This is an optimization exercise on Yosys and OpenROAD, whose aim is small area, a short achievable clock period and few clock cycles per item, not a production implementation. Function was not checked in any run shown here: the RTL went through the layout flow alone.

==> design.v <==
module mix_fadd (
    input  wire [30:0] a,
    input  wire [30:0] b,
    output wire [30:0] y
);
    wire [7:0]  ea = a[30:23];
    wire [7:0]  eb = b[30:23];
    wire        inf_in = (&ea) | (&eb);
    wire        na = |ea;
    wire        nb = |eb;
    wire [7:0]  Ea = {ea[7:1], ea[0] | ~na};
    wire [7:0]  Eb = {eb[7:1], eb[0] | ~nb};
    wire [8:0]  dab = {1'b0, Ea} - {1'b0, Eb};
    wire [7:0]  dba = Eb - Ea;
    wire        a_hi = ~dab[8];
    wire [7:0]  d    = a_hi ? dab[7:0] : dba;
    wire [7:0]  e_hi = a_hi ? Ea : Eb;
    wire [23:0] m_hi = a_hi ? {na, a[22:0]} : {nb, b[22:0]};
    wire [23:0] m_lo = a_hi ? {nb, b[22:0]} : {na, a[22:0]};
    wire        big = |d[7:5];
    wire [25:0] l0 = {m_lo, 2'b00};
    wire [25:0] l1 = d[0] ? {1'b0,  l0[25:2],  l0[1]   | l0[0]}      : l0;
    wire [25:0] l2 = d[1] ? {2'b0,  l1[25:3],  |l1[2:0]}             : l1;
    wire [25:0] l3 = d[2] ? {4'b0,  l2[25:5],  |l2[4:0]}             : l2;
    wire [25:0] l4 = d[3] ? {8'b0,  l3[25:9],  |l3[8:0]}             : l3;
    wire [25:0] l5 = d[4] ? {16'b0, l4[25:17], |l4[16:0]}            : l4;
    wire [25:0] al = big ? {25'd0, |m_lo} : l5;
    wire [24:0] sum = {1'b0, m_hi} + {1'b0, al[25:2]};
    wire        c  = sum[24];
    wire [23:0] m  = c ? sum[24:1] : sum[23:0];
    wire        g  = c ? sum[0] : al[1];
    wire        s  = c ? (al[1] | al[0]) : al[0];
    wire        ov = c & (&e_hi[7:1]);           
    wire [7:0]  field = c ? e_hi + 8'd1 : (m[23] ? e_hi : 8'd0);
    wire        rup   = g & (s | m[0]);
    wire [30:0] rounded = {field, m[22:0]} + {30'd0, rup};
    assign y = (inf_in | ov) ? 31'h7F800000 : rounded;
endmodule
module mix_fdiv (
    input  wire [30:0] x,
    input  wire [1:0]  n,
    output wire [30:0] y
);
    wire [7:0]  ex = x[30:23];
    wire        nx = |ex;
    wire        e1 = (ex[7:1] == 7'd0);         
    wire [23:0] M  = {nx, x[22:0]};
    wire [22:0] h_man = M[23:1];
    wire        h_rup = M[0] & M[1];
    wire [30:0] h_sub = {8'd0, h_man} + {30'd0, h_rup};
    wire [30:0] h_res = e1 ? h_sub : {ex - 8'd1, x[22:0]};
    wire [1:0]  r;
    wire [22:0] q;
    mix_div3 u_d3 (.m(M), .q(q), .r(r));
    wire        f24 = r[1];             
    wire        f23 = r[0];             
    wire        f22 = r[1];
    wire        nz  = r[1] | r[0];
    wire        top = q[22];            
    wire [8:0]  f0  = top ? {1'b0, ex} - 9'd1 : {1'b0, ex} - 9'd2;
    wire        normal = ~f0[8] & (|f0[7:0]) & nx;
    wire [22:0] n_man = top ? {q[21:0], f24} : {q[20:0], f24, f23};
    wire        n_g   = top ? f23 : f22;
    wire        n_rup = n_g & (nz | n_man[0]);
    wire [30:0] n_res = {f0[7:0], n_man} + {30'd0, n_rup};
    wire        E1    = e1;             
    wire [22:0] s_man = E1 ? q : {q[21:0], f24};
    wire        s_g   = E1 ? f24 : f23;
    wire        s_rup = s_g & (nz | s_man[0]);
    wire [30:0] s_res = {8'd0, s_man} + {30'd0, s_rup};
    wire [30:0] t_res = normal ? n_res : s_res;
    assign y = (n == 2'd1 || (&ex)) ? x : (n == 2'd2) ? h_res : t_res;
endmodule
module mix_div3 (
    input  wire [23:0] m,
    output wire [22:0] q,
    output wire [1:0]  r
);
    wire [1:0] rem [0:24];
    assign rem[24] = 2'd0;
    genvar i;
    generate for (i = 23; i >= 0; i = i - 1) begin : g
        wire [2:0] t = {rem[i+1], 1'b0} + {2'b00, m[i]};
        wire       qb = (t >= 3'd3);
        assign rem[i] = qb ? t[1:0] - 2'd3 : t[1:0];
        if (i < 23) begin : gq
            assign q[i] = qb;
        end
    end endgenerate
    assign r = rem[0];
endmodule
module chord_mixer (
    input  wire        clk,
    input  wire        rst,
    input  wire        in_valid,
    output wire        in_ready,
    input  wire [1:0]  in_n,
    input  wire [31:0] in_s0,
    input  wire [31:0] in_s1,
    input  wire [31:0] in_s2,
    output wire        out_valid,
    input  wire        out_ready,
    output wire [31:0] out_data
);
    reg         full;        
    reg         more;        
    reg  [1:0]  n;
    reg  [30:0] acc;
    reg  [30:0] s2;
    wire        take = in_valid & in_ready;
    wire [30:0] a = more ? acc : in_s0[30:0];
    wire [30:0] b = more ? s2  : (in_n[1] ? in_s1[30:0] : 31'd0);
    wire [30:0] sum;
    wire [30:0] quo;
    mix_fadd u_add (.a(a), .b(b), .y(sum));
    mix_fdiv u_div (.x(acc), .n(n), .y(quo));
    always @(posedge clk) begin
        s2 <= in_s2[30:0];
        if (take | more)
            acc <= sum;
        if (take)
            n <= in_n;
        if (rst) begin
            full <= 1'b0;
            more <= 1'b0;
        end else begin
            more <= take & (in_n == 2'd3);
            if (take)
                full <= (in_n != 2'd3);
            else if (more)
                full <= 1'b1;
            else if (out_ready)
                full <= 1'b0;
        end
    end
    assign in_ready  = ~more & (~full | out_ready);
    assign out_valid = full;
    assign out_data  = {1'b0, quo};
endmodule
==> run.sh <==
#!/bin/bash
# synth_recipe.tcl (not shown) runs the flow's synth.tcl, then flattens the netlist and writes it again
# the make line also repeats each setting of config.mk as NAME=value (left out here)
make -C /OpenROAD-flow-scripts/flow DESIGN_CONFIG=/design/flow/config.mk WORK_HOME=/design/flow/orfs CLKGATE_MAP_FILE= SYNTH_SCRIPT=/design/flow/synth_recipe.tcl finish
==> config.mk <==
export PLATFORM = sky130hd
export DESIGN_NAME = chord_mixer
export DESIGN_NICKNAME = chord_mixer
export VERILOG_FILES = /design/flow/design.v
export SDC_FILE = /design/flow/constraint.sdc
export NUM_CORES = 4
export LEC_CHECK = 0
export CAP_MARGIN = 20
export CORE_MARGIN = 2
export CORE_UTILIZATION = 40
export SLEW_MARGIN = 20
==> constraint.sdc <==
create_clock -name core_clock -period 14.0 [get_ports {clk}]
set_input_delay 2.8000 -clock core_clock [delete_from_list [all_inputs] [get_ports {clk}]]
set_output_delay 2.8000 -clock core_clock [all_outputs]
set_load 0.01 [all_outputs]
==> reports/results.txt, run 1 <==
Root buffer selected by CTS - clkbuf_16
First-pass GRT wire length - 95.6 mm
Critical Path RT - 11.20 ns
Slowest cell delay on critical path - 0.46 ns
Min-Delay Path Class - reg2reg
Yosys reg bits - 66
Synthesized instance count - 1,966
DR vias - 18.6k
Slowest-stage cell, CP - or4_4
Cell taking the most area after synthesis - mux2i_1
Outcome - complete, but fails checks
CTS Sinks - 66
Post-Synth XOR/XNOR Area - 5.27%
Remaining global-route overflow - 0
Nature of the critical path endpoint - output port
Total wire length - 62.5 mm
Layout Check Failures - negative setup slack
RSZ-0062 raised after global routing - yes
Chip height - 189 um
Worst slew margin - 34.8%
Final period utilization - 167%
Max-slew violation count - 0
Initial Util - 40.6%
DR DRC count - 0
Area share of and/or/nand/nor cells after synthesis - 27.4%
Cell Area, Synth - 0.0136 mm^2
Area of the multi-input gates - 0.0127 mm^2
Most common cell after layout, fill and taps aside - buf_4
Largest net degree at the start of global routing - 56
# diodes - 0
Post-synthesis adder-cell area fraction - 7.33%
EDFF count, synth - 33
Register area - 0.00166 mm^2
Fin Setup TNS - -284.61 ns
Max cap viols - 0
Worst Path Arrival - 20.57 ns
Layout cells sized above 1 - 37.7%
Async set-reset flop share out of synthesis - 0%
Final GP Congestion - 1.00
Main area contributors after synthesis - mux2i_1 (7.9%), edfxtp_1 (7.3%), ha_1 (6.9%)
Clock insertion delay at the later pin of the skew report - 0.36 ns
WL/cell - 20.3 um
Fmax - 0.0428 GHz
DIE AREA - 0.0356 mm^2
Sequential area share after synthesis - 12.1%
Most frequent CP cell - ha_4
Number of nets in the layout - 2,804
CTS tree - built
Cell area after layout - 0.0217 mm^2
DRT antenna net count - 0
Number of port buffers - 131
# IOs - 136
CP Launch Type - flip-flop
Worst Setup Slack, final - -9.37 ns
Distinct cell type count after synthesis - 107
Post-Syn Nets - 2,146
Yosys top cell area share - 7.93%
Placed inst area - 0.0195 mm^2
H-tree depth - 3
Core area - 0.0335 mm^2
Drt pass-1 iters - 6
Kind of critical path - reg2out
Area grow syn2layout - 59.2%
Initial antenna violation count - 0
Combinational family with the most area after synthesis - compound AO/OA/AOI/OAI gates
Fin. Hold Viols - 0
Vias/cell - 6.03
Synth Area in Compound Gates - 31.2%
Cell Rows - 67
CTS buffer count - 9
Total GRT Usage - 33.5%
Most frequent cells in the layout - buf_4 (607), nor2_1 (194), nand2_1 (181)
Vias in the first global route - 18.0k
Dpl hpwl - 47.6 mm
Dominant synthesized flop cell - edfxtp_1
Fill count - 2,892
Die Wd - 189 um
Post-route minimum period - 23.37 ns
Worst Tran Pin Value - 0.979 ns
Total of warnings raised by yosys - 2
Final setup vio count - 31
Iter 0 DRT Violations - 1,733
Avg Cell Area, Syn - 6.93 um^2
Clock buffer depth - 2
Max FO, Critical Path - 6
Multiplexer area fraction after synthesis - 10.5%
Worst-path clk slew - 0.06 ns
Clk_skew - 0.0129 ns
## state kept, by name, indices dropped and copies added (netlist names)
register  count
full          1
acc          31
more          1
s2           31
n             2
## cell usage after synthesis, types with 7 or more instances
library cell	n
nor2_1	211
nand2_1	191
a21oi_1	162
mux2i_1	108
o21ai_0	105
clkbuf_1	100
inv_1	86
ha_1	75
nor3_1	74
nand3_1	69
xnor2_1	61
nand4_1	35
dfxtp_1	33
edfxtp_1	33
nor4_1	33
a31oi_1	31
mux2_2	31
a221oi_1	29
a211oi_1	27
a22oi_1	27
xor2_1	21
nand2b_1	20
o31ai_1	20
o211ai_1	19
a21o_1	18
o22ai_1	18
or3_1	17
and3_1	16
o221ai_1	16
and2_1	15
nor2b_1	15
buf_1	13
a21boi_0	12
o21a_1	11
nor3b_1	10
or2_2	10
or4_1	10
o2111ai_1	9
a211o_1	7
a31o_2	7
and4_1	7
## per-layer routing
| metal | global-route usage, % | part of all wire, % | up-vias |
|---|---|---|---|
| met5 | 0 | 0 | - |
| met4 | 16.2 | 5.3 | 0 |
| met3 | 4.04 | 6.3 | 197 |
| met2 | 58.8 | 48 | 848 |
| met1 | 40.5 | 41 | 8777 |
| li1 | - | - | 8737 |
## worst paths after layout
path	slack [ns]	cells after the start	end	start
worst max-delay path	-9.37	134	out_data[16]	acc[30]
worst min-delay path	0.58	2	full	full
worst max register to register	2.91	68	acc[28]	acc[26]
worst min register to register	0.58	2	full	full
## stage by stage
stage               hold slack, ns  util [%]  worst slack [ns]  instances
detailed placement           0.567      58.0             -9.31       2927
CTS                          0.577      62.4             -8.82       3039
global placement             0.545      58.0             -8.40       2927
finish                       0.581      64.7             -9.37       3077
global route                 0.618      64.7            -10.47       3077
floorplan                    0.663         -             -9.26       1966
## critical path, delay by kind of cell, from the launching register on
kind,cells,cell delay (ns)
adders and majority gates,23,4.52
and+or+nand+nor,41,5.75
DFF,1,0.45
muxes,5,0.82
AOI/OAI and AO/OA,40,6.01
buffers and inverters,23,2.43
xor gates and xnor gates,2,0.21
## what timing repair did
| action | 4_1_cts | 5_1_grt |
|---|---|---|
| pin swaps | 114 | 90 |
| gates resized for setup | 258 | 106 |
| gates cloned | 1 | 0 |
| hold buffers | 0 | 0 |
| setup buffers | 96 | 42 |
| endpoints found under the setup margin | 62 | 62 |
## cells by family (layout without fill, tap and decap cells)
family	count (synthesis)	in the layout
simple gates	765	765
compound gates	621	621
buf+inv	214	877
mux	139	139
xor+xnor	82	82
fa+ha+maj	78	78
flops	66	66
other cells	1	1
## layout make-up
class / count / area share (%)
well taps: 448 / 2.58
clock inverters: 3 / 0.202
clock buffers: 13 / 1.25
repair buffers: 771 / 28.2
inverters: 90 / 1.63
multi-input cells: 1686 / 58.5
flip-flops and latches: 66 / 7.63
==> run 2, diff against run 1 <==
--- a/design.v
+++ b/design.v
@@ -76,18 +76,51 @@
     output wire [22:0] q,
     output wire [1:0]  r
 );
-    wire [1:0] rem [0:24];
-    assign rem[24] = 2'd0;
-    genvar i;
-    generate for (i = 23; i >= 0; i = i - 1) begin : g
-        wire [2:0] t = {rem[i+1], 1'b0} + {2'b00, m[i]};
-        wire       qb = (t >= 3'd3);
-        assign rem[i] = qb ? t[1:0] - 2'd3 : t[1:0];
-        if (i < 23) begin : gq
-            assign q[i] = qb;
+    function [1:0] add3;                
+        input [1:0] a, b;
+        reg   [2:0] t;
+        begin
+            t = a + b;
+            add3 = (t >= 3'd3) ? t - 3'd3 : t[1:0];
         end
-    end endgenerate
-    assign r = rem[0];
+    endfunction
+    wire [1:0] s [0:4][0:11];
+    genvar t, k;
+    generate
+        for (t = 0; t < 12; t = t + 1) begin : gp
+            wire [1:0] p = m[2*t+1:2*t];
+            assign s[0][t] = (p == 2'd3) ? 2'd0 : p;
+        end
+        for (k = 0; k < 4; k = k + 1) begin : gl
+            for (t = 0; t < 12; t = t + 1) begin : gt
+                localparam integer P = 11 - t;
+                localparam integer Q = ((P >> k) << k) - 1;
+                if ((P >> k) & 1)
+                    assign s[k+1][t] = add3(s[k][11 - Q], s[k][t]);
+                else
+                    assign s[k+1][t] = s[k][t];
+            end
+        end
+        for (t = 0; t < 12; t = t + 1) begin : gq
+            wire [1:0] rin = (t == 11) ? 2'd0 : s[4][(t == 11) ? 11 : t + 1];
+            wire [3:0] v   = {rin, m[2*t+1:2*t]};
+            reg  [1:0] qd;
+            always @(*) begin
+                case (v)
+                    4'd0, 4'd1, 4'd2:   qd = 2'd0;
+                    4'd3, 4'd4, 4'd5:   qd = 2'd1;
+                    4'd6, 4'd7, 4'd8:   qd = 2'd2;
+                    default:            qd = 2'd3;
+                endcase
+            end
+            if (t == 11) begin : gtop
+                assign q[22] = qd[0];
+            end else begin : glow
+                assign q[2*t+1:2*t] = qd;
+            end
+        end
+    endgenerate
+    assign r = s[4][0];
 endmodule
 module chord_mixer (
     input  wire        clk,
==> reports/results.txt, run 2 <==
Slowest-stage cell, CP - fa_1 (was or4_4)
Worst Setup Slack, final - 0.468 ns (was -9.37 ns)
Clock insertion delay at the later pin of the skew report - 0.36 ns (about the same)
Min-Delay Path Class - reg2reg (unchanged)
# IOs - 136 (unchanged)
Max cap viols - 0 (unchanged)
Initial Util - 40.4% (was 40.6%)
CP Launch Type - flip-flop (unchanged)
Buffer and inverter count on the worst path - 8 (was 23)
Post-route minimum period - 13.53 ns (was 23.37 ns)
H-tree depth - 3 (unchanged)
Kind of critical path - reg2out (unchanged)
Max FO, Critical Path - 8 (was 6)
Placement Setup Slack - 0.269 ns (was -9.31 ns)
Die Wd - 198 um (was 189 um)
Clk_skew - 0.00907 ns (was 0.0129 ns)
First-pass GRT wire length - 97.8 mm (was 95.6 mm)
Yosys reg bits - 66 (unchanged)
Placed inst area - 0.0173 mm^2 (was 0.0195 mm^2)
Hold_sp - full (unchanged)
Async set-reset flop share out of synthesis - 0% (unchanged)
Final GP Congestion - 1.03 (was 1.00)
Drt pass-1 iters - 8 (was 6)
Total GRT Usage - 32.4% (was 33.5%)
Max-slew violation count - 0 (unchanged)
Most frequent cells in the layout - nor2_1 (210), nand2_1 (200), a21oi_1 (147) (was buf_4 (607), nor2_1 (194), nand2_1 (181))
CTS buffer count - 9 (unchanged)
DIE AREA - 0.0394 mm^2 (was 0.0356 mm^2)
Initial antenna violation count - 1 (was 0)
Cell area after layout - 0.0178 mm^2 (was 0.0217 mm^2)
Critical Path RT - 11.20 ns (about the same)
Total wire length - 64.8 mm (was 62.5 mm)
Most common cell after layout, fill and taps aside - nor2_1 (was buf_4)
Vias/cell - 6.46 (was 6.03)
Hold buffers post-CTS - 0 (unchanged)
Total of warnings raised by yosys - 2 (unchanged)
Main area contributors after synthesis - ha_1 (8.1%), edfxtp_1 (6.6%), nor2_1 (5.3%) (was mux2i_1 (7.9%), edfxtp_1 (7.3%), ha_1 (6.9%))
WL/cell - 23.3 um (was 20.3 um)
Clock buffer depth - 2 (unchanged)
Root buffer selected by CTS - clkbuf_16 (unchanged)
Largest net degree at the start of global routing - 45 (was 56)
Post-Syn Nets - 2,360 (was 2,146)
CTS tree - built (unchanged)
Fmax - 0.0739 GHz (was 0.0428 GHz)
Number of nets in the layout - 2,473 (was 2,804)
Cell Rows - 71 (was 67)
Reg-to-Reg End - acc[30] (was acc[28])
Yosys top cell area share - 8.11% (was 7.93%)
Chip height - 198 um (was 189 um)
Outcome - timing/DRC/antenna clean (was complete, but fails checks)
Final setup vio count - 0 (was 31)
Distinct cell type count after synthesis - 106 (was 107)
CTS Sinks - 66 (unchanged)
DR vias - 17.9k (was 18.6k)
Worst Tran Pin Value - 1.06 ns (was 0.979 ns)
Worst r2r src - more (was acc[26])
Slowest cell delay on critical path - 0.56 ns (was 0.46 ns)
Count leader, synth - nor2_1 (unchanged)
Avg Cell Area, Syn - 7.05 um^2 (was 6.93 um^2)
Area grow syn2layout - 17.7% (was 59.2%)
R2r worst-path depth - 34 (was 68)
Top flop regs - acc (31), s2 (31), n (2) (unchanged)
Min-Delay Endpoint - full (unchanged)
Final period utilization - 96.7% (was 167%)
Worst Path Arrival - 10.73 ns (was 20.57 ns)
Worst slew margin - 29.3% (was 34.8%)
Dominant synthesized flop cell - edfxtp_1 (unchanged)
Dpl hpwl - 51.6 mm (was 47.6 mm)
Cell taking the most area after synthesis - ha_1 (was mux2i_1)
R2R setup slack - 3.34 ns (was 2.91 ns)
Worst-path clk slew - 0.06 ns (about the same)
Worst path top cell family by delay - adder cells (was compound AO/OA/AOI/OAI gates)
DR DRC count - 0 (unchanged)
Commonest cells in the netlist - nor2_1 (213), nand2_1 (200), a21oi_1 (151) (was nor2_1 (211), nand2_1 (191), a21oi_1 (162))
Fin. Hold Viols - 0 (unchanged)
Min-Delay Path Depth - 2 (unchanged)
Core area - 0.0375 mm^2 (was 0.0335 mm^2)
Vias in the first global route - 16.7k (was 18.0k)
Nature of the critical path endpoint - output port (unchanged)
EDFF count, synth - 33 (unchanged)
Layout cells sized above 1 - 9.50% (was 37.7%)
GR Util met1 - 44.2% (was 40.5%)
Number of port buffers - 131 (unchanged)
Met3 Track Usage GR - 6.93% (was 4.04%)
Cell Area, Synth - 0.0151 mm^2 (was 0.0136 mm^2)
DRT antenna net count - 0 (unchanged)
Met2 GRT Util - 51.0% (was 58.8%)
Remaining global-route overflow - 0 (unchanged)
Iter 0 DRT Violations - 1,907 (was 1,733)
Most frequent CP cell - ha_1 (was ha_4)
Synthesized instance count - 2,145 (was 1,966)
Sequential area share after synthesis - 10.9% (was 12.1%)
GRT busiest layer - met2 (unchanged)
run 2: cell types whose count changed after synthesis, sizes merged, moves of 13 or more:
cell and delta:
mux2i -42, nor2b +25, ha +23, xor2 +23, a21o +20, o21ai +19, nor3 +18, and2 +15
a2111oi +13, mux2 -13
run 2: timing repair:
item / in CTS / in global routing
endpoints found under the hold margin: 0 / 0
resized for setup: 3 / 13
setup endpoints to repair: 4 / 27
setup buffers: 0 / 8
pin swaps: 0 / 6
run 2: cell families (layout without fill, tap and decap cells):
kind of cell               after synthesis  in the layout  synth area share (%)
AOI/OAI and AO/OA                      707            707                  32.7
buffers and inverters                  211            329                  5.41
other                                    1              2                0.0248
xor gates and xnor gates               112            112                  6.48
muxes                                   89             89                  6.45
adders and majority gates              115            115                  10.2
and+or+nand+nor                        844            844                  27.8
DFF                                     66             66                  10.9
run 2: area by class of cell:
cell class / count / area (um^2)
clock inverter: 4 / 33.8
inverter: 78 / 293
antenna: 1 / 2.50
timing repair buffer: 235 / 2090
fill: 3798 / 19700
tap: 511 / 639
multi-input combinational: 1868 / 12800
clock buffer: 12 / 300
sequential: 66 / 1660
run 2: worst max path at each step:
stage | start | endpoint | slack [ns] | cells after the start
finish | acc[28] | out_data[23] | 0.47 | 37
global route | acc[26] | out_data[23] | -0.07 | 37
CTS | acc[30] | out_data[23] | 0.06 | 36
detailed placement | acc[30] | out_data[18] | 0.27 | 43
global placement | acc[30] | out_data[18] | 0.49 | 43
floorplan | acc[28] | out_data[18] | 1.24 | 42
run 2: worst register-to-register path: cells and delay by family (launching register included):
kind            cells  cell delay (ns)
compound gates     11             3.54
fa+ha+maj           3             1.22
buf+inv             8             2.25
flops               1             0.66
mux                 1             0.54
simple gates       11             2.20
run 2: routing by layer:
layer | wire length [um] | up-vias | part of all wire [%]
met2 | 28400 | 939 | 44
met4 | 1890 | 0 | 2.9
met1 | 27900 | 8526 | 43
li1 | - | 8361 | -
met3 | 6570 | 107 | 10
met5 | 0 | - | 0
run 2: metrics by stage:
step	util (%)	hold WS [ns]	std cells	setup TNS (ns)
2_1_floorplan	-	0.661	2145	0
3_3_place_gp	46.2	0.566	2750	0
3_5_place_dp	46.2	0.568	2750	0
4_1_cts	47.1	0.583	2766	0
5_1_grt	47.5	0.652	2775	-0.109
6_report	47.5	0.583	2775	0
==> run 3, diff against run 2 <==
--- a/config.mk
+++ b/config.mk
@@ -5,6 +5,7 @@
 export SDC_FILE = /design/flow/constraint.sdc
 export NUM_CORES = 4
 export LEC_CHECK = 0
+export ABC_AREA = 1
 export CAP_MARGIN = 20
 export CORE_MARGIN = 2
 export CORE_UTILIZATION = 40
==> reports/results.txt, run 3 <==
Outcome - timing/DRC/antenna clean (unchanged)
Count leader, synth - nand2_1 (was nor2_1)
Most frequent CP cell - ha_1 (unchanged)
Clock buffer depth - 2 (unchanged)
Nature of the critical path endpoint - output port (unchanged)
DR DRC count - 0 (unchanged)
Post-CTS Setup Inserts - 0 (unchanged)
Slowest-stage cell, CP - clkdlybuf4s50_1 (was fa_1)
Fill count - 3,833 (was 3,798)
Max-slew violation count - 0 (unchanged)
Vias in the first global route - 15.6k (was 16.7k)
Worst r2r src - more (unchanged)
Slowest cell delay on critical path - 0.63 ns (was 0.56 ns)
First-pass GRT wire length - 83.9 mm (was 97.8 mm)
Worst Tran Pin Value - 0.860 ns (was 1.06 ns)
Initial Util - 40.4% (about the same)
Distinct cell type count after synthesis - 70 (was 106)
Drt pass-1 iters - 6 (was 8)
Root buffer selected by CTS - clkbuf_16 (unchanged)
Final core occ - 45.8% (was 47.5%)
Cell Rows - 69 (was 71)
DR vias - 16.7k (was 17.9k)
Remaining global-route overflow - 0 (unchanged)
R2R setup slack - 4.19 ns (was 3.34 ns)
Largest net degree at the start of global routing - 85 (was 45)
Core area - 0.0355 mm^2 (was 0.0375 mm^2)
# diodes - 0 (was 1)
Async set-reset flop share out of synthesis - 0% (unchanged)
H-tree depth - 3 (unchanged)
Final GP Congestion - 1.04 (was 1.03)
Worst Path Arrival - 10.41 ns (was 10.73 ns)
Yosys top cell area share - 18.7% (was 8.11%)
DIE AREA - 0.0374 mm^2 (was 0.0394 mm^2)
R2r worst-path depth - 49 (was 34)
Dominant synthesized flop cell - edfxtp_1 (unchanged)
Vias/cell - 5.48 (was 6.46)
Main area contributors after synthesis - nand2_1 (19%), o21ai_0 (8.9%), ha_1 (8.5%) (was ha_1 (8.1%), edfxtp_1 (6.6%), nor2_1 (5.3%))
Sequential area share after synthesis - 11.5% (was 10.9%)
Critical Path RT - 11.20 ns (about the same)
WL/cell - 17.7 um (was 23.3 um)
RSZ-0062 raised after global routing - no
Post-Syn Nets - 2,734 (was 2,360)
CTS resizes - 0 (was 3)
Cell taking the most area after synthesis - nand2_1 (was ha_1)
Most frequent cells in the layout - nand2_1 (715), inv_1 (311), o21ai_0 (254) (was nor2_1 (210), nand2_1 (200), a21oi_1 (147))
Worst slew margin - 42.0% (was 29.3%)
CTS Sinks - 66 (unchanged)
Post-route minimum period - 13.21 ns (was 13.53 ns)
Clk_skew - 0.0118 ns (was 0.00907 ns)
Fmax - 0.0757 GHz (was 0.0739 GHz)
Number of port buffers - 131 (unchanged)
Fin. Hold Viols - 0 (unchanged)
Hold buffers post-CTS - 0 (unchanged)
Final setup vio count - 0 (unchanged)
Min-Delay Path Class - reg2reg (unchanged)
Final period utilization - 94.3% (was 96.7%)
Kind of critical path - reg2out (unchanged)
Layout cells sized above 1 - 6.57% (was 9.50%)
Max FO, Critical Path - 6 (was 8)
Total wire length - 53.9 mm (was 64.8 mm)
Min-Delay Path Depth - 2 (unchanged)
Worst-path clk slew - 0.06 ns (about the same)
Reg-to-Reg End - acc[26] (was acc[30])
Area grow syn2layout - 13.3% (was 17.7%)
Cell Area, Synth - 0.0143 mm^2 (was 0.0151 mm^2)
Clock insertion delay at the later pin of the skew report - 0.36 ns (about the same)
Min-Delay Endpoint - full (unchanged)
Die Wd - 193 um (was 198 um)
EDFF count, synth - 33 (unchanged)
Commonest cells in the netlist - nand2_1 (715), inv_1 (311), o21ai_0 (254) (was nor2_1 (213), nand2_1 (200), a21oi_1 (151))
DRT antenna net count - 0 (unchanged)
Yosys reg bits - 66 (unchanged)
Top flop regs - acc (31), s2 (31), n (2) (unchanged)
Dpl hpwl - 45.6 mm (was 51.6 mm)
# IOs - 136 (unchanged)
Number of nets in the layout - 2,799 (was 2,473)
Total of warnings raised by yosys - 2 (unchanged)
Total GRT Usage - 28.0% (was 32.4%)
Hold_sp - full (unchanged)
Fin Setup TNS - 0 ns (unchanged)
Initial antenna violation count - 0 (was 1)
CTS buffer count - 9 (unchanged)
Most common cell after layout, fill and taps aside - nand2_1 (was nor2_1)
Chip height - 193 um (was 198 um)
Max cap viols - 0 (unchanged)
Avg Cell Area, Syn - 5.70 um^2 (was 7.05 um^2)
Iter 0 DRT Violations - 1,068 (was 1,907)
Synthesized instance count - 2,519 (was 2,145)
CP Launch Type - flip-flop (unchanged)
CTS tree - built (unchanged)
## run 3: cell count changes in the layout (fill, tap and decap cells not counted), moves of 50 or more
cell     change
inv_1      +236
nand3_1    +104
nor3_1      -54
o21ai_0    +127
mux2i_1     -58
buf_4       -86
xnor2_1     -50
nand2_1    +515
## run 3: routing by layer
metal	global-route usage [%]	share of wire, %
met1	34.5	42
met2	49.7	48
met3	2.81	6.0
met4	11.9	4.2
met5	0	0
## run 3: cells by family (layout without fill, tap and decap cells)
family          count (synthesis)  count (layout)  share of synthesized area (%)
xor+xnor                       68              68                           4.20
simple gates                 1325            1325                           40.9
buf+inv                       426             496                           11.7
flops                          66              66                           11.5
compound gates                510             510                           20.2
other cells                     1               1                         0.0261
fa+ha+maj                     113             113                           10.6
mux                            10              10                          0.715
## run 3: how the worst max path moves through the flow
stage | from | end | slack (ns) | cells past startpoint
finish | acc[26] | out_data[8] | 0.79 | 56
global route | acc[26] | out_data[8] | 0.06 | 56
CTS | acc[26] | out_data[8] | 0.83 | 56
detailed placement | acc[26] | out_data[8] | 1.24 | 56
global placement | acc[26] | out_data[8] | 1.40 | 56
floorplan | acc[26] | out_data[16] | 3.28 | 59
## run 3: area by class of cell
cell class                      count  area, um^2  share of cell area, %
Inverter                          331        1240                   7.66
Multi-Input combinational cell   2027       11000                   67.8
Timing Repair Buffer              149        1450                   8.90
Clock inverter                      5        58.8                  0.362
Tap cell                          461         577                   3.55
Sequential cell                    66        1650                   10.2
Clock buffer                       11         254                   1.56
## run 3: per-stage QoR
| step | instances | worst slack [ns] | instance area (um^2) | hold WS [ns] |
|---|---|---|---|---|
| finish | 3050 | 0.792 | 16300 | 0.588 |
| global route | 3050 | 0.0558 | 16300 | 0.616 |
| CTS | 3050 | 0.832 | 16300 | 0.589 |
| detailed placement | 3034 | 1.24 | 15900 | 0.576 |
| global placement | 3034 | 1.40 | 15900 | 0.553 |
| floorplan | 2519 | 3.28 | 14300 | 0.664 |
## run 3: critical path: cells and delay by family, from the launching register on
family	cells	cell delay [ns]
XOR/XNOR	1	0.27
adder cells (fa/ha/maj)	13	3.41
AND/OR/NAND/NOR	26	3.45
flip-flops	1	0.51
AO/OA/AOI/OAI	5	0.80
buffers and inverters	11	1.60
==> run 4, diff against run 3 <==
--- a/design.v
+++ b/design.v
@@ -45,10 +45,8 @@
     wire        nx = |ex;
     wire        e1 = (ex[7:1] == 7'd0);         
     wire [23:0] M  = {nx, x[22:0]};
-    wire [22:0] h_man = M[23:1];
-    wire        h_rup = M[0] & M[1];
-    wire [30:0] h_sub = {8'd0, h_man} + {30'd0, h_rup};
-    wire [30:0] h_res = e1 ? h_sub : {ex - 8'd1, x[22:0]};
+    wire [30:0] h_pre = e1 ? {8'd0, M[23:1]} : {ex - 8'd1, x[22:0]};
+    wire        h_rup = e1 & M[0] & M[1];
     wire [1:0]  r;
     wire [22:0] q;
     mix_div3 u_d3 (.m(M), .q(q), .r(r));
@@ -57,19 +55,19 @@
     wire        f22 = r[1];
     wire        nz  = r[1] | r[0];
     wire        top = q[22];            
-    wire [8:0]  f0  = top ? {1'b0, ex} - 9'd1 : {1'b0, ex} - 9'd2;
+    wire [8:0]  f0  = {1'b0, ex} - {7'd0, ~top, top};
     wire        normal = ~f0[8] & (|f0[7:0]) & nx;
     wire [22:0] n_man = top ? {q[21:0], f24} : {q[20:0], f24, f23};
     wire        n_g   = top ? f23 : f22;
-    wire        n_rup = n_g & (nz | n_man[0]);
-    wire [30:0] n_res = {f0[7:0], n_man} + {30'd0, n_rup};
-    wire        E1    = e1;             
-    wire [22:0] s_man = E1 ? q : {q[21:0], f24};
-    wire        s_g   = E1 ? f24 : f23;
-    wire        s_rup = s_g & (nz | s_man[0]);
-    wire [30:0] s_res = {8'd0, s_man} + {30'd0, s_rup};
-    wire [30:0] t_res = normal ? n_res : s_res;
-    assign y = (n == 2'd1 || (&ex)) ? x : (n == 2'd2) ? h_res : t_res;
+    wire [22:0] s_man = e1 ? q : {q[21:0], f24};
+    wire        s_g   = e1 ? f24 : f23;
+    wire [30:0] t_pre = normal ? {f0[7:0], n_man} : {8'd0, s_man};
+    wire        t_g   = normal ? n_g : s_g;
+    wire        t_rup = t_g & (nz | t_pre[0]);
+    wire        pass = n[0] & ~n[1] | (&ex);
+    wire [30:0] pre  = pass ? x : (n[1] & ~n[0]) ? h_pre : t_pre;
+    wire        rup  = ~pass & ((n[1] & ~n[0]) ? h_rup : t_rup);
+    assign y = pre + {30'd0, rup};
 endmodule
 module mix_div3 (
     input  wire [23:0] m,
@@ -78,10 +76,12 @@
 );
     function [1:0] add3;                
         input [1:0] a, b;
-        reg   [2:0] t;
         begin
-            t = a + b;
-            add3 = (t >= 3'd3) ? t - 3'd3 : t[1:0];
+            case ({a, b})
+                4'b0000, 4'b0110, 4'b1001: add3 = 2'd0;
+                4'b0001, 4'b0100, 4'b1010: add3 = 2'd1;
+                default:                   add3 = 2'd2;
+            endcase
         end
     endfunction
     wire [1:0] s [0:4][0:11];
==> reports/results.txt, run 4 <==
Outcome - timing/DRC/antenna clean (unchanged)
Hold_sp - full (unchanged)
Initial Util - 40.6% (was 40.4%)
Post-Syn Nets - 2,593 (was 2,734)
Placed inst area - 0.0152 mm^2 (was 0.0159 mm^2)
Area grow syn2layout - 13.8% (was 13.3%)
Buffer and inverter count on the worst path - 14 (was 11)
Placement Setup Slack - 1.42 ns (was 1.24 ns)
Max FO, Critical Path - 30 (was 6)
Dpl hpwl - 39.3 mm (was 45.6 mm)
Post-route minimum period - 12.25 ns (was 13.21 ns)
Hold buffers post-CTS - 0 (unchanged)
DRT antenna net count - 0 (unchanged)
Remaining global-route overflow - 0 (unchanged)
CTS buffer count - 9 (unchanged)
Cell area after layout - 0.0155 mm^2 (was 0.0163 mm^2)
# IOs - 136 (unchanged)
Number of port buffers - 131 (unchanged)
Post-CTS Setup Inserts - 0 (unchanged)
Critical Path RT - 14.07 ns (was 11.20 ns)
Commonest cells in the netlist - nand2_1 (705), inv_1 (282), nand3_1 (248) (was nand2_1 (715), inv_1 (311), o21ai_0 (254))
Cell taking the most area after synthesis - nand2_1 (unchanged)
Worst-path clk slew - 0.06 ns (about the same)
Die Wd - 189 um (was 193 um)
Fin Setup TNS - 0 ns (unchanged)
Vias/cell - 5.31 (was 5.48)
Final setup vio count - 0 (unchanged)
Synthesized instance count - 2,393 (was 2,519)
Cell Area, Synth - 0.0136 mm^2 (was 0.0143 mm^2)
Start point of the critical path - in_n[1] (was acc[26])
Fill count - 3,692 (was 3,833)
Worst Path Arrival - 12.32 ns (was 10.41 ns)
Vias in the first global route - 14.5k (was 15.6k)
Largest net degree at the start of global routing - 73 (was 85)
Worst r2r src - more (unchanged)
Slowest-stage cell, CP - clkdlybuf4s50_1 (unchanged)
Max-slew violation count - 0 (unchanged)
Total wire length - 47.7 mm (was 53.9 mm)
Post-route insts no fill - 2,921 (was 3,050)
CTS Sinks - 66 (unchanged)
Root buffer selected by CTS - clkbuf_16 (unchanged)
Top flop regs - acc (31), s2 (31), n (2) (unchanged)
Min-Delay Path Class - reg2reg (unchanged)
Worst slew margin - 44.2% (was 42.0%)
H-tree depth - 3 (unchanged)
Avg Cell Area, Syn - 5.70 um^2 (about the same)
CTS tree - built (unchanged)
Yosys top cell area share - 19.4% (was 18.7%)
Final GP Congestion - 0.971 (was 1.04)
DR DRC count - 0 (unchanged)
Worst Tran Pin Value - 0.836 ns (was 0.860 ns)
Final core occ - 46.3% (was 45.8%)
Fmax - 0.0816 GHz (was 0.0757 GHz)
Register area - 0.00165 mm^2 (unchanged)
Most common cell after layout, fill and taps aside - nand2_1 (unchanged)
CTS resizes - 0 (unchanged)
Slowest cell delay on critical path - 0.52 ns (was 0.63 ns)
Kind of critical path - in2reg (was reg2out)
Dominant synthesized flop cell - edfxtp_1 (unchanged)
# diodes - 0 (unchanged)
Count leader, synth - nand2_1 (unchanged)
Most frequent cells in the layout - nand2_1 (704), inv_1 (282), nand3_1 (248) (was nand2_1 (715), inv_1 (311), o21ai_0 (254))
Nature of the critical path endpoint - flip-flop (was output port)
Initial antenna violation count - 0 (unchanged)
Clock insertion delay at the later pin of the skew report - 0.36 ns (about the same)
Yosys reg bits - 66 (unchanged)
Main area contributors after synthesis - nand2_1 (19%), nand3_1 (9.1%), ha_1 (8.6%) (was nand2_1 (19%), o21ai_0 (8.9%), ha_1 (8.5%))
Final period utilization - 87.5% (was 94.3%)
Core area - 0.0335 mm^2 (was 0.0355 mm^2)
Clock buffer depth - 2 (unchanged)
Layout cells sized above 1 - 7.76% (was 6.57%)
Cells after DPL - 2,905 (was 3,034)
Number of nets in the layout - 2,668 (was 2,799)
Async set-reset flop share out of synthesis - 0% (unchanged)
Chip height - 189 um (was 193 um)
RSZ-0062 raised after global routing - no (unchanged)
Iter 0 DRT Violations - 1,156 (was 1,068)
Total GRT Usage - 26.3% (was 28.0%)
Clk_skew - 0.0141 ns (was 0.0118 ns)
Total of warnings raised by yosys - 2 (unchanged)
DIE AREA - 0.0356 mm^2 (was 0.0374 mm^2)
Sequential area share after synthesis - 12.1% (was 11.5%)
Area of the multi-input gates - 0.0104 mm^2 (was 0.0110 mm^2)
Fin. Hold Viols - 0 (unchanged)
Most frequent CP cell - nand2_1 (was ha_1)
Max cap viols - 0 (unchanged)
Distinct cell type count after synthesis - 69 (was 70)
DR vias - 15.5k (was 16.7k)
Worst Setup Slack, final - 1.75 ns (was 0.792 ns)
CP Launch Type - input port (was flip-flop)
Drt pass-1 iters - 5 (was 6)
WL/cell - 16.3 um (was 17.7 um)
Cell Rows - 67 (was 69)
EDFF count, synth - 33 (unchanged)
First-pass GRT wire length - 75.3 mm (was 83.9 mm)
Worst path top cell family by delay - simple AND/OR/NAND/NOR gates (unchanged)
-- run 4: stage by stage --
| step | hold WS, ns |
|---|---|
| floorplan | 0.650 |
| global placement | 0.559 |
| detailed placement | 0.594 |
| CTS | 0.608 |
| global route | 0.646 |
| finish | 0.608 |
-- run 4: cell families after synthesis --
kind of cell / synth area share (%)
adder cells (fa/ha/maj): 9.22
other: 0.0275
AND/OR/NAND/NOR: 45.8
buffers and inverters: 11.7
multiplexers: 0.0734
AO/OA/AOI/OAI: 18.3
flip-flops: 12.1
XOR/XNOR: 2.68
-- run 4: area by class of cell --
| cell class | instances | share of cell area, % |
|---|---|---|
| clock buffer | 11 | 1.56 |
| clock inverter | 5 | 0.347 |
| inverter | 318 | 7.71 |
| multi-input combinational | 1927 | 66.9 |
| sequential | 66 | 10.7 |
| tap | 448 | 3.61 |
| timing repair buffer | 146 | 9.18 |
-- run 4: worst paths after layout --
| check | endpoint | slack [ns] | cells past startpoint |
|---|---|---|---|
| max | acc[26] | 1.75 | 55 |
| max reg2reg | acc[26] | 3.74 | 52 |
| min | full | 0.61 | 2 |
| min reg2reg | full | 0.61 | 2 |
-- run 4: worst register-to-register path, delay by kind of cell (launching register included) --
family          cells  cell delay [ns]
simple gates       33             4.68
buf+inv            12             2.41
fa+ha+maj           4             1.37
compound gates      3             0.89
flops               1             0.64
-- run 4: metal layers --
layer,vias to the layer above,global-route usage [%],routed length (um)
met1,7065,32.7,21000
met2,355,46.4,23000
met4,0,12.1,2120
li1,8015,-,-
met3,89,1.84,1590
met5,-,0,0
==> run 5, diff against run 4 <==
--- a/config.mk
+++ b/config.mk
@@ -9,4 +9,5 @@
 export CAP_MARGIN = 20
 export CORE_MARGIN = 2
 export CORE_UTILIZATION = 40
+export SETUP_SLACK_MARGIN = 4
 export SLEW_MARGIN = 20
==> reports/results.txt, run 5 <==
Post-synthesis adder-cell area fraction - 9.22% (unchanged)
Clk_skew - 0.0189 ns (was 0.0141 ns)
H-tree depth - 3 (unchanged)
Post-Syn Nets - 2,593 (unchanged)
Multiplexer area fraction after synthesis - 0.0734% (unchanged)
Top flop regs - acc (31), s2 (31), n (2) (unchanged)
CTS Sinks - 66 (unchanged)
Placed inst area - 0.0152 mm^2 (unchanged)
Most frequent cells in the layout - nand2_1 (692), inv_1 (271), nand3_1 (239) (was nand2_1 (704), inv_1 (282), nand3_1 (248))
Area grow syn2layout - 23.2% (was 13.8%)
Vias/cell - 5.36 (was 5.31)
Cell Area, Synth - 0.0136 mm^2 (unchanged)
Total wire length - 50.8 mm (was 47.7 mm)
Clock buffer depth - 2 (unchanged)
Largest net degree at the start of global routing - 73 (unchanged)
Fmax - 0.101 GHz (was 0.0816 GHz)
Core area - 0.0335 mm^2 (unchanged)
Synth Area in Compound Gates - 18.3% (unchanged)
GRT busiest layer - met2 (unchanged)
Die Wd - 189 um (unchanged)
Dpl hpwl - 39.3 mm (unchanged)
Total of warnings raised by yosys - 2 (unchanged)
CTS tree - built (unchanged)
Final GP Congestion - 0.971 (unchanged)
GR Util met1 - 33.2% (was 32.7%)
Max cap viols - 0 (unchanged)
Cell area after layout - 0.0168 mm^2 (was 0.0155 mm^2)
Kind of critical path - in2reg (unchanged)
Total GRT Usage - 27.6% (was 26.3%)
Most frequent CP cell - buf_4 (was nand2_1)
Post-Synth XOR/XNOR Area - 2.68% (unchanged)
# diodes - 0 (unchanged)
EDFF count, synth - 33 (unchanged)
Placement Setup Slack - 1.42 ns (unchanged)
Worst Tran Pin Value - 1.01 ns (was 0.836 ns)
Fin Setup TNS - 0 ns (unchanged)
Most common cell after layout, fill and taps aside - nand2_1 (unchanged)
Outcome - timing/DRC/antenna clean (unchanged)
Final setup vio count - 0 (unchanged)
Met2 GRT Util - 48.4% (was 46.4%)
Combinational family with the most area after synthesis - simple AND/OR/NAND/NOR gates (unchanged)
Cell Rows - 67 (unchanged)
Worst Path Arrival - 10.11 ns (was 12.32 ns)
Sequential area share after synthesis - 12.1% (unchanged)
Worst Setup Slack, final - 4.11 ns (was 1.75 ns)
CTS buffer count - 9 (unchanged)
Distinct cell type count after synthesis - 69 (unchanged)
Count leader, synth - nand2_1 (unchanged)
First-pass GRT wire length - 78.7 mm (was 75.3 mm)
# IOs - 136 (unchanged)
Area share of and/or/nand/nor cells after synthesis - 45.8% (unchanged)
Initial Util - 40.6% (unchanged)
Iter 0 DRT Violations - 1,239 (was 1,156)
Cell taking the most area after synthesis - nand2_1 (unchanged)
Final period utilization - 70.7% (was 87.5%)
Vias in the first global route - 15.1k (was 14.5k)
Max-slew violation count - 0 (unchanged)
Number of port buffers - 131 (unchanged)
Min-Delay Path Class - reg2reg (unchanged)
DR vias - 16.2k (was 15.5k)
Async set-reset flop share out of synthesis - 0% (unchanged)
DIE AREA - 0.0356 mm^2 (unchanged)
Slowest cell delay on critical path - 0.47 ns (was 0.52 ns)
Remaining global-route overflow - 0 (unchanged)
Avg Cell Area, Syn - 5.70 um^2 (unchanged)
Met3 Track Usage GR - 2.78% (was 1.84%)
DRT antenna net count - 0 (unchanged)
Synthesized instance count - 2,393 (unchanged)
Fin. Hold Viols - 0 (unchanged)
Commonest cells in the netlist - nand2_1 (705), inv_1 (282), nand3_1 (248) (unchanged)
Max FO, Critical Path - 7 (was 30)
Clock insertion delay at the later pin of the skew report - 0.37 ns (was 0.36 ns)
RSZ-0062 raised after global routing - no (unchanged)
Critical Path RT - 14.22 ns (was 14.07 ns)
Drt pass-1 iters - 6 (was 5)
Nature of the critical path endpoint - flip-flop (unchanged)
WL/cell - 16.8 um (was 16.3 um)
Chip height - 189 um (unchanged)
Slowest-stage cell, CP - clkdlybuf4s50_1 (unchanged)
Initial antenna violation count - 0 (unchanged)
Worst slew margin - 32.6% (was 44.2%)
Root buffer selected by CTS - clkbuf_16 (unchanged)
Dominant synthesized flop cell - edfxtp_1 (unchanged)
Number of nets in the layout - 2,765 (was 2,668)
CP Launch Type - input port (unchanged)
Post-route minimum period - 9.89 ns (was 12.25 ns)
Yosys top cell area share - 19.4% (unchanged)
Layout cells sized above 1 - 14.2% (was 7.76%)
Main area contributors after synthesis - nand2_1 (19%), nand3_1 (9.1%), ha_1 (8.6%) (unchanged)
DR DRC count - 0 (unchanged)
Yosys reg bits - 66 (unchanged)
Worst-path clk slew - 0.06 ns (about the same)
## run 5: cell count changes in the layout (fill, tap and decap cells not counted), moves of 6 or more
cell and delta:
buf_4 +85, nand2_2 +7, nand3_2 +6, nand3_1 -9, inv_1 -11, o21ai_1 +11
nor2_1 -6, o21ai_2 +16, nand2_1 -12, o21ai_0 -31
## run 5: area by class of cell
class	count	area (um^2)
clock inverters	5	53.8
flip-flops and latches	66	1650
repair inverters	2	15.0
multi-input cells	1928	10800
clock buffers	11	243
well taps	448	561
fillers	3538	16700
inverters	318	1230
repair buffers	240	2250
## run 5: worst max-delay path: cells and delay by family
family / cells / cell delay (ns)
buffers and inverters: 33 / 4.25
AOI/OAI and AO/OA: 4 / 0.61
adders and majority gates: 3 / 0.68
and+or+nand+nor: 12 / 1.78
## run 5: cells by family (layout without fill, tap and decap cells)
family,count (synthesis),after routing
compound gates,436,436
xor+xnor,40,40
fa+ha+maj,98,98
buf+inv,400,576
flops,66,66
mux,1,1
other cells,1,1
simple gates,1351,1352
## run 5: final timing paths
| check | from | end | slack [ns] | depth (start not counted) |
|---|---|---|---|---|
| setup / recovery | in_s0[29] | acc[28] | 4.11 | 52 |
| hold reg to reg | full | full | 0.61 | 2 |
| hold / removal | full | full | 0.61 | 2 |
| setup reg to reg | more | acc[28] | 5.33 | 54 |
## run 5: repair_timing
| item | 4_1_cts | 5_1_grt |
|---|---|---|
| endpoints found under the setup margin | 31 | 49 |
| gates resized for setup | 81 | 83 |
| buffers inserted | 58 | 34 |
| gates cloned | 4 | 1 |
| pin swaps | 19 | 40 |
| hold buffers | 0 | 0 |
## run 5: through the flow
step	std cells	hold WS [ns]	utilization [%]
after floorplan	2393	0.650	-
after detailed placement	2905	0.594	45.4
after CTS	2983	0.608	48.5
after global routing	3018	0.646	50.1
final	3018	0.609	50.1
after global placement	2905	0.559	45.4
## run 5: layer usage
layer / wire, um / share of wire, %
met3: 1940 / 3.8
met4: 2880 / 5.7
met1: 21600 / 43
met5: 0 / 0
met2: 24400 / 48
==> run 6, diff against run 5 <==
--- a/design.v
+++ b/design.v
@@ -135,38 +135,45 @@
     input  wire        out_ready,
     output wire [31:0] out_data
 );
-    reg         full;        
+    reg         busy;        
     reg         more;        
     reg  [1:0]  n;
+    reg  [30:0] s0, s1, s2;
+    reg         full;        
+    reg  [1:0]  na;
     reg  [30:0] acc;
-    reg  [30:0] s2;
-    wire        take = in_valid & in_ready;
-    wire [30:0] a = more ? acc : in_s0[30:0];
-    wire [30:0] b = more ? s2  : (in_n[1] ? in_s1[30:0] : 31'd0);
+    wire        free  = ~full | out_ready;           
+    wire        step  = busy & (more | free);        
+    wire        done  = step & (more | n != 2'd3);   
+    assign      in_ready = ~busy | done;
+    wire        take  = in_valid & in_ready;
+    wire [30:0] a = more ? acc : s0;
+    wire [30:0] b = more ? s2  : s1;
     wire [30:0] sum;
     wire [30:0] quo;
     mix_fadd u_add (.a(a), .b(b), .y(sum));
-    mix_fdiv u_div (.x(acc), .n(n), .y(quo));
+    mix_fdiv u_div (.x(acc), .n(na), .y(quo));
     always @(posedge clk) begin
-        s2 <= in_s2[30:0];
-        if (take | more)
+        if (take) begin
+            n  <= in_n;
+            s0 <= in_s0[30:0];
+            s1 <= in_n[1] ? in_s1[30:0] : 31'd0;
+            s2 <= in_s2[30:0];
+        end
+        if (step)
             acc <= sum;
-        if (take)
-            n <= in_n;
+        if (step & ~more)
+            na <= n;
         if (rst) begin
+            busy <= 1'b0;
+            more <= 1'b0;
             full <= 1'b0;
-            more <= 1'b0;
         end else begin
-            more <= take & (in_n == 2'd3);
-            if (take)
-                full <= (in_n != 2'd3);
-            else if (more)
-                full <= 1'b1;
-            else if (out_ready)
-                full <= 1'b0;
+            busy <= take | (busy & ~done);
+            more <= step & ~more & (n == 2'd3);
+            full <= done | (full & ~out_ready & ~step);
         end
     end
-    assign in_ready  = ~more & (~full | out_ready);
     assign out_valid = full;
     assign out_data  = {1'b0, quo};
 endmodule
--- a/config.mk
+++ b/config.mk
@@ -9,5 +9,4 @@
 export CAP_MARGIN = 20
 export CORE_MARGIN = 2
 export CORE_UTILIZATION = 40
-export SETUP_SLACK_MARGIN = 4
 export SLEW_MARGIN = 20
==> reports/results.txt, run 6 <==
DIE AREA - 0.0417 mm^2 (was 0.0356 mm^2)
Worst-path clk slew - 0.06 ns (about the same)
Fin Setup TNS - 0 ns (unchanged)
Most common cell after layout, fill and taps aside - nand2_1 (unchanged)
Post-Synth XOR/XNOR Area - 2.28% (was 2.68%)
Root buffer selected by CTS - clkbuf_16 (unchanged)
Synth Area in Compound Gates - 15.8% (was 18.3%)
Total wire length - 51.3 mm (was 50.8 mm)
Die Wd - 204 um (was 189 um)
DRT antenna net count - 0 (unchanged)
Yosys reg bits - 131 (was 66)
Post-CTS Setup Inserts - 0 (was 58)
Clock buffer depth - 2 (unchanged)
Number of nets in the layout - 2,827 (was 2,765)
Slowest cell delay on critical path - 0.97 ns (was 0.47 ns)
Final setup vio count - 0 (unchanged)
Area grow syn2layout - 13.8% (was 23.2%)
Vias/cell - 5.26 (was 5.36)
Most frequent cells in the layout - nand2_1 (788), inv_1 (332), nand3_1 (223) (was nand2_1 (692), inv_1 (271), nand3_1 (239))
Worst Setup Slack, final - 3.55 ns (was 4.11 ns)
Clk_skew - 0.0147 ns (was 0.0189 ns)
DR top layer - met4 (unchanged)
Drt pass-1 iters - 8 (was 6)
Vias in the first global route - 15.6k (was 15.1k)
Max FO, Critical Path - 94 (was 7)
Total GRT Usage - 24.3% (was 27.6%)
Clock insertion delay at the later pin of the skew report - 0.43 ns (was 0.37 ns)
# diodes - 0 (unchanged)
Max cap viols - 0 (unchanged)
Fill count - 4,156 (was 3,538)
Max-slew violation count - 0 (unchanged)
Number of port buffers - 131 (unchanged)
Total of warnings raised by yosys - 2 (unchanged)
Post-synthesis adder-cell area fraction - 7.83% (was 9.22%)
Worst Tran Pin Value - 1.02 ns (was 1.01 ns)
DR DRC count - 0 (unchanged)
Cell taking the most area after synthesis - edfxtp_1 (was nand2_1)
Yosys top cell area share - 23.9% (was 19.4%)
Nature of the critical path endpoint - flip-flop (unchanged)
Layout cells sized above 1 - 7.08% (was 14.2%)
H-tree depth - 4 (was 3)
Post-route minimum period - 10.45 ns (was 9.89 ns)
Combinational family with the most area after synthesis - simple AND/OR/NAND/NOR gates (unchanged)
Multiplexer area fraction after synthesis - 0.624% (was 0.0734%)
Initial Util - 40.5% (was 40.6%)
Fin. Hold Viols - 0 (unchanged)
Remaining global-route overflow - 0 (unchanged)
Hold buffers post-CTS - 0 (unchanged)
Area share of and/or/nand/nor cells after synthesis - 38.0% (was 45.8%)
RSZ-0062 raised after global routing - no (unchanged)
Main area contributors after synthesis - edfxtp_1 (24%), nand2_1 (18%), inv_1 (7.8%) (was nand2_1 (19%), nand3_1 (9.1%), ha_1 (8.6%))
CTS Sinks - 131 (was 66)
Distinct cell type count after synthesis - 65 (was 69)
Initial antenna violation count - 1 (was 0)
Outcome - timing/DRC/antenna clean (unchanged)
Count leader, synth - nand2_1 (unchanged)
CTS resizes - 0 (was 81)
Async set-reset flop share out of synthesis - 0% (unchanged)
WL/cell - 16.2 um (was 16.8 um)
Met3 WL post-DR - 2.52 mm (was 1.94 mm)
First-pass GRT wire length - 80.6 mm (was 78.7 mm)
Min-Delay Path Class - reg2reg (unchanged)
EDFF count, synth - 128 (was 33)
Placement Setup Slack - 3.58 ns (was 1.42 ns)
CTS tree - built (unchanged)
Dominant synthesized flop cell - edfxtp_1 (unchanged)
Worst slew margin - 31.7% (was 32.6%)
Wire length on met2 - 24.6 mm (was 24.4 mm)
Routed metal-1 wire length - 22.1 mm (was 21.6 mm)
Largest net degree at the start of global routing - 95 (was 73)
Final GP Congestion - 0.991 (was 0.971)
Cell Area, Synth - 0.0161 mm^2 (was 0.0136 mm^2)
Sequential area share after synthesis - 24.3% (was 12.1%)
CTS buffer count - 17 (was 9)
Final period utilization - 74.7% (was 70.7%)
Critical Path RT - 14.14 ns (was 14.22 ns)
Final core occ - 46.1% (was 50.1%)
Commonest cells in the netlist - nand2_1 (788), inv_1 (333), nand3_1 (223) (was nand2_1 (705), inv_1 (282), nand3_1 (248))
Dpl hpwl - 41.4 mm (was 39.3 mm)
Cell Rows - 73 (was 67)
Synthesized instance count - 2,552 (was 2,393)
Worst Path Arrival - 10.59 ns (was 10.11 ns)
Chip height - 204 um (was 189 um)
Most frequent CP cell - nand2_1 (was buf_4)
# IOs - 136 (unchanged)
Core area - 0.0396 mm^2 (was 0.0335 mm^2)
Iter 0 DRT Violations - 1,262 (was 1,239)
DR vias - 16.6k (was 16.2k)
Post-Syn Nets - 2,752 (was 2,593)
CP Launch Type - flip-flop (was input port)
Slowest-stage cell, CP - dfxtp_4 (was clkdlybuf4s50_1)
Avg Cell Area, Syn - 6.29 um^2 (was 5.70 um^2)
Kind of critical path - reg2reg (was in2reg)
Fmax - 0.0957 GHz (was 0.101 GHz)
-- run 6: logic make-up (layout without fill, tap and decap cells) --
group / count (synthesis) / count (layout)
AO/OA/AOI/OAI: 458 / 458
XOR/XNOR: 41 / 41
adder cells (fa/ha/maj): 98 / 98
buffers and inverters: 442 / 530
flip-flops: 131 / 131
multiplexers: 10 / 10
other: 1 / 1
AND/OR/NAND/NOR: 1371 / 1371
-- run 6: stage by stage --
stage	hold slack [ns]	area, um^2	instances
after detailed placement	0.441	17700	3133
after global routing	0.486	18300	3165
final	0.458	18300	3165
after global placement	0.445	17700	3133
after floorplan	0.427	16100	2552
after CTS	0.458	18300	3165
-- run 6: path summary, 6_finish.rpt --
kind | cells after the start | end | slack, ns | startpoint
max reg2reg | 45 | acc[30] | 3.55 | more
min reg2reg | 0 | na[0] | 0.46 | n[0]
min | 0 | na[0] | 0.46 | n[0]
max | 45 | acc[30] | 3.55 | more
-- run 6: final cells by class --
class	count	area, um^2	area share [%]
multi-input cells	1979	10400	56.9
flip-flops and latches	131	3910	21.4
repair buffers	141	1380	7.56
inverters	357	1340	7.34
well taps	525	657	3.60
clock buffers	17	425	2.33
clock inverters	15	165	0.904
-- run 6: worst max-delay path, delay by kind of cell (launching register included) --
kind,cells,cell delay [ns]
simple gates,28,4.73
buf+inv,8,2.12
flops,1,0.97
compound gates,4,0.80
fa+ha+maj,5,1.43
-- run 6: layer usage --
layer	track usage [%]	vias to the layer above
met3	2.20	89
met1	30.6	7518
met5	0	-
met2	42.5	513
li1	-	8521
met4	10.1	0
==> run 7, diff against run 6 <==
--- a/config.mk
+++ b/config.mk
@@ -9,4 +9,5 @@
 export CAP_MARGIN = 20
 export CORE_MARGIN = 2
 export CORE_UTILIZATION = 40
+export SETUP_SLACK_MARGIN = 5
 export SLEW_MARGIN = 20
==> reports/results.txt, run 7 <==
Drt pass-1 iters - 6 (was 8)
Clock buffer depth - 2 (unchanged)
Most frequent cells in the layout - nand2_1 (787), inv_1 (327), nand3_1 (219) (was nand2_1 (788), inv_1 (332), nand3_1 (223))
Most common cell after layout, fill and taps aside - nand2_1 (unchanged)
First-pass GRT wire length - 81.8 mm (was 80.6 mm)
Max-slew violation count - 0 (unchanged)
Number of port buffers - 131 (unchanged)
DIE AREA - 0.0417 mm^2 (unchanged)
Max cap viols - 0 (unchanged)
Cell Area, Synth - 0.0161 mm^2 (unchanged)
RSZ-0062 raised after global routing - yes (was no)
Synth Area in Compound Gates - 15.8% (unchanged)
Iter 0 DRT Violations - 1,269 (was 1,262)
CP Launch Type - flip-flop (unchanged)
Most frequent CP cell - nand2_1 (unchanged)
Post-Synth XOR/XNOR Area - 2.28% (unchanged)
Post-synthesis adder-cell area fraction - 7.83% (unchanged)
Max FO, Critical Path - 7 (was 94)
Combinational family with the most area after synthesis - simple AND/OR/NAND/NOR gates (unchanged)
DR DRC count - 0 (unchanged)
CTS tree - built (unchanged)
Min-Delay Path Depth - 0 (unchanged)
Area grow syn2layout - 16.4% (was 13.8%)
Dpl hpwl - 41.4 mm (unchanged)
Min-Delay Endpoint - na[0] (unchanged)
Fin. Hold Viols - 0 (unchanged)
R2r worst-path depth - 43 (was 45)
Final period utilization - 61.9% (was 74.7%)
Fill count - 4,144 (was 4,156)
DRT antenna net count - 0 (unchanged)
Number of nets in the layout - 2,855 (was 2,827)
Largest net degree at the start of global routing - 92 (was 95)
Kind of critical path - reg2out (was reg2reg)
Outcome - timing/DRC/antenna clean (unchanged)
Avg Cell Area, Syn - 6.29 um^2 (unchanged)
Yosys top cell area share - 23.9% (unchanged)
Critical Path RT - 11.20 ns (was 14.14 ns)
Initial antenna violation count - 0 (was 1)
Final setup vio count - 0 (unchanged)
Initial Util - 40.5% (unchanged)
Fin Setup TNS - 0 ns (unchanged)
Async set-reset flop share out of synthesis - 0% (unchanged)
Die Wd - 204 um (unchanged)
WL/cell - 16.6 um (was 16.2 um)
Worst slew margin - 31.0% (was 31.7%)
Total wire length - 53.1 mm (was 51.3 mm)
Post-route minimum period - 8.66 ns (was 10.45 ns)
Dominant synthesized flop cell - edfxtp_1 (unchanged)
Slowest cell delay on critical path - 0.55 ns (was 0.97 ns)
Worst r2r src - more (unchanged)
Main area contributors after synthesis - edfxtp_1 (24%), nand2_1 (18%), inv_1 (7.8%) (unchanged)
Fmax - 0.115 GHz (was 0.0957 GHz)
Commonest cells in the netlist - nand2_1 (788), inv_1 (333), nand3_1 (223) (unchanged)
Worst-path clk slew - 0.06 ns (about the same)
Min-Delay Path Class - reg2reg (unchanged)
Worst Path Arrival - 5.86 ns (was 10.59 ns)
CTS buffer count - 17 (unchanged)
Area share of and/or/nand/nor cells after synthesis - 38.0% (unchanged)
Reg-to-Reg End - acc[24] (was acc[30])
Final GP Congestion - 0.991 (unchanged)
Synthesized instance count - 2,552 (unchanged)
Vias in the first global route - 15.7k (was 15.6k)
DR vias - 16.8k (was 16.6k)
Chip height - 204 um (unchanged)
Layout cells sized above 1 - 8.77% (was 7.08%)
Total GRT Usage - 24.8% (was 24.3%)
Yosys reg bits - 131 (unchanged)
Distinct cell type count after synthesis - 65 (unchanged)
Cell taking the most area after synthesis - edfxtp_1 (unchanged)
Clock insertion delay at the later pin of the skew report - 0.43 ns (about the same)
Count leader, synth - nand2_1 (unchanged)
Post-Syn Nets - 2,752 (unchanged)
# diodes - 0 (unchanged)
Remaining global-route overflow - 0 (unchanged)
H-tree depth - 4 (unchanged)
Nature of the critical path endpoint - output port (was flip-flop)
Total of warnings raised by yosys - 2 (unchanged)
Clk_skew - 0.0170 ns (was 0.0147 ns)
Worst Tran Pin Value - 1.03 ns (was 1.02 ns)
Root buffer selected by CTS - clkbuf_16 (unchanged)
GRT busiest layer - met2 (unchanged)
CTS Sinks - 131 (unchanged)
Hold buffers post-CTS - 0 (unchanged)
Sequential area share after synthesis - 24.3% (unchanged)
GR Util met1 - 31.0% (was 30.6%)
Met3 Track Usage GR - 2.58% (was 2.20%)
Final core occ - 47.1% (was 46.1%)
Core area - 0.0396 mm^2 (unchanged)
Cell Rows - 73 (unchanged)
Slowest-stage cell, CP - clkdlybuf4s50_1 (was dfxtp_4)
Vias/cell - 5.26 (about the same)
Hold_sp - n[0] (unchanged)
Met2 GRT Util - 43.5% (was 42.5%)
# IOs - 136 (unchanged)
EDFF count, synth - 128 (unchanged)
R2R setup slack - 5.52 ns (was 3.55 ns)
Multiplexer area fraction after synthesis - 0.624% (unchanged)
-- run 7: changes by cell type in the layout (fill, tap and decap cells not counted), sizes merged --
| cell | delta |
|---|---|
| buf | +21 |
| clkdlybuf4s50 | -2 |
| nand2 | +3 |
| clkinvlp | +7 |
| nand3 | +1 |
| inv | -4 |
| dlymetal6s2s | +2 |
-- run 7: layer usage --
| layer | vias up | wire [um] |
|---|---|---|
| li1 | 8588 | - |
| met4 | 0 | 2260 |
| met2 | 500 | 25600 |
| met1 | 7612 | 22800 |
| met3 | 98 | 2430 |
| met5 | - | 0 |
-- run 7: critical path: cells and delay by family, from the launching register on --
kind                     cells  cell delay, ns
flip-flops                   1            0.46
adder cells (fa/ha/maj)      4            0.99
buffers and inverters        3            0.75
AND/OR/NAND/NOR             18            2.37
AO/OA/AOI/OAI                7            0.86
-- run 7: through the flow --
stage / area [um^2] / setup slack [ns] / hold slack (ns) / instances
after floorplan: 16100 / 5.83 / 0.427 / 2552
after global placement: 17700 / 3.69 / 0.445 / 3133
after detailed placement: 17700 / 3.58 / 0.441 / 3133
after CTS: 18400 / 5.00 / 0.458 / 3174
after global routing: 18700 / 4.95 / 0.487 / 3193
final: 18700 / 5.34 / 0.455 / 3193
-- run 7: logic make-up (layout without fill, tap and decap cells) --
family          after synthesis  after routing
simple gates               1371           1375
compound gates              458            458
buf+inv                     442            554
flops                       131            131
fa+ha+maj                    98             98
xor+xnor                     41             41
mux                          10             10
other cells                   1              1
-- run 7: repair_timing --
item / 4_1_cts / 5_1_grt
gates resized for setup: 14 / 33
endpoints found under the setup margin: 61 / 50
cloned: 2 / 5
setup buffers: 7 / 14
pin swaps: 2 / 8
-- run 7: area by class of cell --
cell class,count,area [um^2],share of cell area [%]
Multi-Input combinational cell,1983,10500,56.4
Sequential cell,131,3910,20.9
Timing Repair Buffer,162,1600,8.55
Inverter,357,1370,7.35
Tap cell,525,657,3.52
Clock buffer,17,425,2.28
Clock inverter,15,165,0.884
Timing Repair inverter,3,20.0,0.107
-- run 7: worst max-delay path by stage --
stage                   start      endpoint  slack [ns]
global route          acc[27]       acc[30]        4.95
floorplan           out_ready          n[0]        5.83
CTS                   acc[27]       acc[30]        5.00
finish                acc[23]  out_data[14]        5.34
detailed placement       more       acc[30]        3.58
global placement         more       acc[24]        3.69

afterwards: timing with drivers on the ports:
Ports are ideal in the flow. The routed layouts listed here were re-timed in OpenROAD.
Step 1 (the two cells are an assumption about what drives the block):
set clk [get_ports {clk}]
set_driving_cell -lib_cell sky130_fd_sc_hd__clkbuf_16 $clk
set_driving_cell -lib_cell sky130_fd_sc_hd__buf_2 [delete_from_list [all_inputs] $clk]
Step 2, shift: input delay + t, output delay - t, t = (earliest + latest rising clock arrival at the registers) / 2. This alone moves slack from input paths to output paths.
a / b / c = ideal / step 1 / step 2; a / b = the first two.
run | shift t [ns] | setup slack, ns | hold slack, ns | worst data-port slew with drivers (ns)
run 1 | 0.400 | -9.368 / -9.415 / -9.015 | 0.581 / 0.581 / 0.581 | 0.06
run 2 | 0.398 | 0.468 / 0.421 / 0.818 | 0.583 / 0.583 / 0.583 | 0.09
run 3 | 0.397 | 0.792 / 0.748 / 1.145 | 0.588 / 0.588 / 0.588 | 0.06
run 4 | 0.398 | 1.752 / 1.775 / 1.377 | 0.608 / 0.608 / 0.608 | 0.06
run 5 | 0.404 | 4.108 / 4.134 / 3.730 | 0.609 / 0.609 / 0.609 | 0.06
run 6 | 0.468 | 3.546 / 3.546 / 3.546 | 0.458 / 0.458 / 0.458 | 0.06
run 7 | 0.469 | 5.341 / 5.294 / 5.516 | 0.455 / 0.455 / 0.455 | 0.06
For run 5, which loses most, drivers alone change the setup slack by +0.026 ns; drivers and shift together by -0.378 ns.
